This design comes from an exercise in tuning for small area and a short achievable clock period on the open sky130 flow, not from production work.
Only simulation tests tie the RTL to the original design; equivalence was not proved.
No activity file was given, so power comes from the tool's default toggle rates.

the baseline:
==> module zc_pair, before the edit <==
module zc_pair #(
    parameter SCALAR = 0
) (
    input  wire        w,
    input  wire [63:0] p,
    input  wire [63:0] q,
    output wire [10:0] emax,
    output wire [11:0] t,
    output wire        same_mag,
    output wire [10:0] pre,       
    output wire        lt_same,   
    output wire        pneg,
    output wire        qneg,
    output wire        qnan
);
    wire        ps, qs, pnan, pz, qz, psent, qsent, pge, peq, qge, qeq;
    wire [10:0] praw, qraw, qre;
    zc_decode u_dp (.w(w), .x(p), .sign(ps), .raw(praw), .re(pre), .sent(psent),
                    .nan(pnan), .zero(pz), .ge_bias(pge), .eq_bias(peq));
    zc_decode u_dq (.w(w), .x(q), .sign(qs), .raw(qraw), .re(qre), .sent(qsent),
                    .nan(qnan), .zero(qz), .ge_bias(qge), .eq_bias(qeq));
    assign pneg = ~pnan & ps & ~pz;
    assign qneg = ~qnan & qs & ~qz;
    wire [63:0] x = p ^ q;
    wire        vE, gE, vH, gH, vM, gM, vL, gL;
    wire [3:0]  pE;
    wire [4:0]  pH, pL;
    wire [2:0]  pM;
    wire        vE0, vH0;
    zc_msb #(.N(11)) u_e (.x(x[62:52]), .a(p[62:52]), .v(vE0), .g(gE), .pos(pE));
    zc_msb #(.N(21)) u_h (.x(x[51:31]), .a(p[51:31]), .v(vH0), .g(gH), .pos(pH));
    assign vE = vE0 & w;
    assign vH = vH0 & w;
    zc_msb #(.N(8))  u_m (.x(x[30:23]),           .a(p[30:23]), .v(vM), .g(gM), .pos(pM));
    zc_msb #(.N(23)) u_l (.x(x[22:0]),            .a(p[22:0]),  .v(vL), .g(gL), .pos(pL));
    wire meq = ~(vE | vH | vM | vL);
    wire mgt = vE ? gE : vH ? gH : vM ? gM : gL;
    wire mlt = ~mgt & ~meq;
    assign same_mag = ~pnan & ~qnan & meq;
    assign lt_same  = pneg ? mgt : (~pnan & ~qnan & mlt);
    wire rgt = w ? gE : gM;
    wire req = w ? ~vE : ~vM;
    wire egt = (psent & qsent) ? 1'b0 :
               psent           ? ~qge :
               qsent           ? (pge & ~peq) : rgt;
    wire eeq = (psent & qsent) ? 1'b1 :
               psent           ? qeq :
               qsent           ? peq : req;
    wire        selp = egt & ~psent;
    wire        selq = ~egt & ~qsent;
    wire        selb = egt ? psent : qsent;
    wire        spd = selp & w, sps = selp & ~w, sqd = selq & w, sqs = selq & ~w;
    assign emax = ({11{spd}} & p[62:52]) | ({11{sqd}} & q[62:52]) |
                       ({11{sps}} & {3'b000, p[30:23]}) | ({11{sqs}} & {3'b000, q[30:23]}) |
                       ({11{selb}} & {1'b0, w, w, w, 7'h7F});
    wire       sx_nz = vH | (w & vM) | vL;
    wire [5:0] lg = vH       ? ({1'b0, pH} + 6'd31) :
                    (w & vM) ? ({3'b000, pM} + 6'd23) : {1'b0, pL};
    generate
        if (SCALAR) begin : g_scalar
            wire [11:0] lgc;
            zc_add #(.N(12)) u_lgc (.a({6'd0, lg}), .b(w ? 12'hBCD : 12'hF6A), .ci(1'b0), .s(lgc));
            assign t = (eeq & sx_nz) ? lgc : (w ? 12'hC01 : 12'hF81);
        end else begin : g_key
            assign t = {6'd0, (eeq & sx_nz) ? lg : (w ? 6'd52 : 6'd23)};
        end
    endgenerate
endmodule
==> flow/config.mk <==
export PLATFORM = sky130hd
export DESIGN_NAME = zorder_core
export DESIGN_NICKNAME = zorder_core
export VERILOG_FILES = /design/flow/design.v
export SDC_FILE = /design/flow/constraint.sdc
export NUM_CORES = 4
export LEC_CHECK = 0
export CAP_MARGIN = 20
export CORE_MARGIN = 2
export CORE_UTILIZATION = 35
export SLEW_MARGIN = 20
export TNS_END_PERCENT = 0
==> flow/constraint.sdc <==
create_clock -name core_clock -period 16.0 [get_ports {clk}]
set_input_delay 3.2000 -clock core_clock [delete_from_list [all_inputs] [get_ports {clk}]]
set_output_delay 3.2000 -clock core_clock [all_outputs]
set_load 0.01 [all_outputs]
standard.sh (not shown) runs the stock make flow with config.mk's settings and CLKGATE_MAP_FILE= SYNTH_SCRIPT=/design/flow/synth_recipe.tcl, a recipe that flattens the netlist after the stock synthesis.
==> flow/flow/run.sh <==
#!/bin/bash
# Standard layout, with these changes:
# - synthesis (flow/synth_fast.tcl, otherwise the standard flow's synthesis script) has
#   ABC map the logic with a delay target of 4000 ps using yosys's own ABC
#   script, and leaves adders to ABC (ADDER_MAP_FILE empty);
# - the smallest plain buffer on every port;
# - timing repair aims for 9 ns of setup slack, on the worst path only.
set -euo pipefail
export ADDER_MAP_FILE=
export FAST_ABC_D=4000
export BUFFER_PORTS_ARGS="-buffer_cell sky130_fd_sc_hd__buf_1"
export SETUP_SLACK_MARGIN=9
sed "s#SYNTH_SCRIPT=[^ ]*#SYNTH_SCRIPT=$PWD/flow/synth_fast.tcl#" standard.sh > standard_fast.sh
bash standard_fast.sh > standard_flow.log 2>&1
==> flow/flow/synth_fast.tcl <==
# The standard flow's synthesis script, with ABC mapping the logic against a delay
# target (yosys's own ABC script with -D) instead of ORFS's speed script.
proc abc {args} {
  set a {}
  set skip 0
  foreach x $args {
    if { $skip } { set skip 0; continue }
    if { $x eq "-script" } { set skip 1; continue }
    lappend a $x
  }
  yosys abc {*}$a -D $::env(FAST_ABC_D)
}
proc synth {args} { yosys synth -nofsm -noshare {*}$args }
source $::env(SCRIPTS_DIR)/synth.tcl
# left out here: clear keep_hierarchy, flatten, clean up, hide names made inside functions, write 1_2_yosys.v
Input-level comparison between the candidate and the baseline:
--- a/flow/design.v
+++ b/flow/design.v
@@ -130,12 +130,15 @@
     wire       sx_nz = vH | (w & vM) | vL;
     wire [5:0] lg = vH       ? ({1'b0, pH} + 6'd31) :
                     (w & vM) ? ({3'b000, pM} + 6'd23) : {1'b0, pL};
     generate
         if (SCALAR) begin : g_scalar
-            wire [11:0] lgc;
-            zc_add #(.N(12)) u_lgc (.a({6'd0, lg}), .b(w ? 12'hBCD : 12'hF6A), .ci(1'b0), .s(lgc));
+            wire [11:0] cH, cM, cL;
+            zc_add #(.N(12)) u_ch (.a({7'd0, pH}), .b(12'hBEC), .ci(1'b0), .s(cH));    
+            zc_add #(.N(12)) u_cm (.a({9'd0, pM}), .b(12'hBE4), .ci(1'b0), .s(cM));    
+            zc_add #(.N(12)) u_cl (.a({7'd0, pL}), .b(w ? 12'hBCD : 12'hF6A), .ci(1'b0), .s(cL));
+            wire [11:0] lgc = vH ? cH : (w & vM) ? cM : cL;
             assign t = (eeq & sx_nz) ? lgc : (w ? 12'hC01 : 12'hF81);
         end else begin : g_key
             assign t = {6'd0, (eeq & sx_nz) ? lg : (w ? 6'd52 : 6'd23)};
         end
     endgenerate
Notes after the runs:
Looking only at synthesized cell count, and setting everything else aside, the lower value of the baseline and the candidate goes to the candidate. The number of detailed-route iterations in the first pass reported for the candidate is greater than that of the baseline by 4. Between the baseline and the candidate, fraction of area in clock buffers and inverters increased. Compare the baseline and the candidate | non-filler instance count after layout lower: the candidate. The candidate gives less die area than the baseline did. Changes observed in the candidate relative to the baseline: power did not really move; final-layout worst hold slack now larger; final wirelength -2.1 mm; final setup TNS level; final critical delay including setup and external delays rose by 350 ps. Between the candidate and the baseline, it is the candidate whose number of vias in the routed layout is lower, by 411.

-- port drivers added, routing unchanged --
No port has a modelled driver above. Below, the same layouts with a new extraction and two added sets of constraints.
Step 1 sets driving cells, clkbuf_16 on the clock port and buf_2 on the other inputs (assumed; they add their load-dependent delay and slew).
Step 2 also shifts input and output timing later by t, the mid clock arrival at the registers, as if the neighbouring blocks saw the same clock.
Slacks: no drivers / after step 1 / after step 2; pairs: no drivers / after step 1.
run | shift t [ns] | setup slack, ns | worst register clock-pin slew, ns
the baseline | 0.376 | 8.733 / 8.696 / 8.320 | 0.06 / 0.06
the candidate | 0.399 | 8.383 / 8.333 / 8.080 | 0.07 / 0.07
After both steps setup and hold are still met in every run listed. The setup slack of the baseline, which loses most, moves by -0.037 ns with the drivers and by -0.413 ns with both steps.
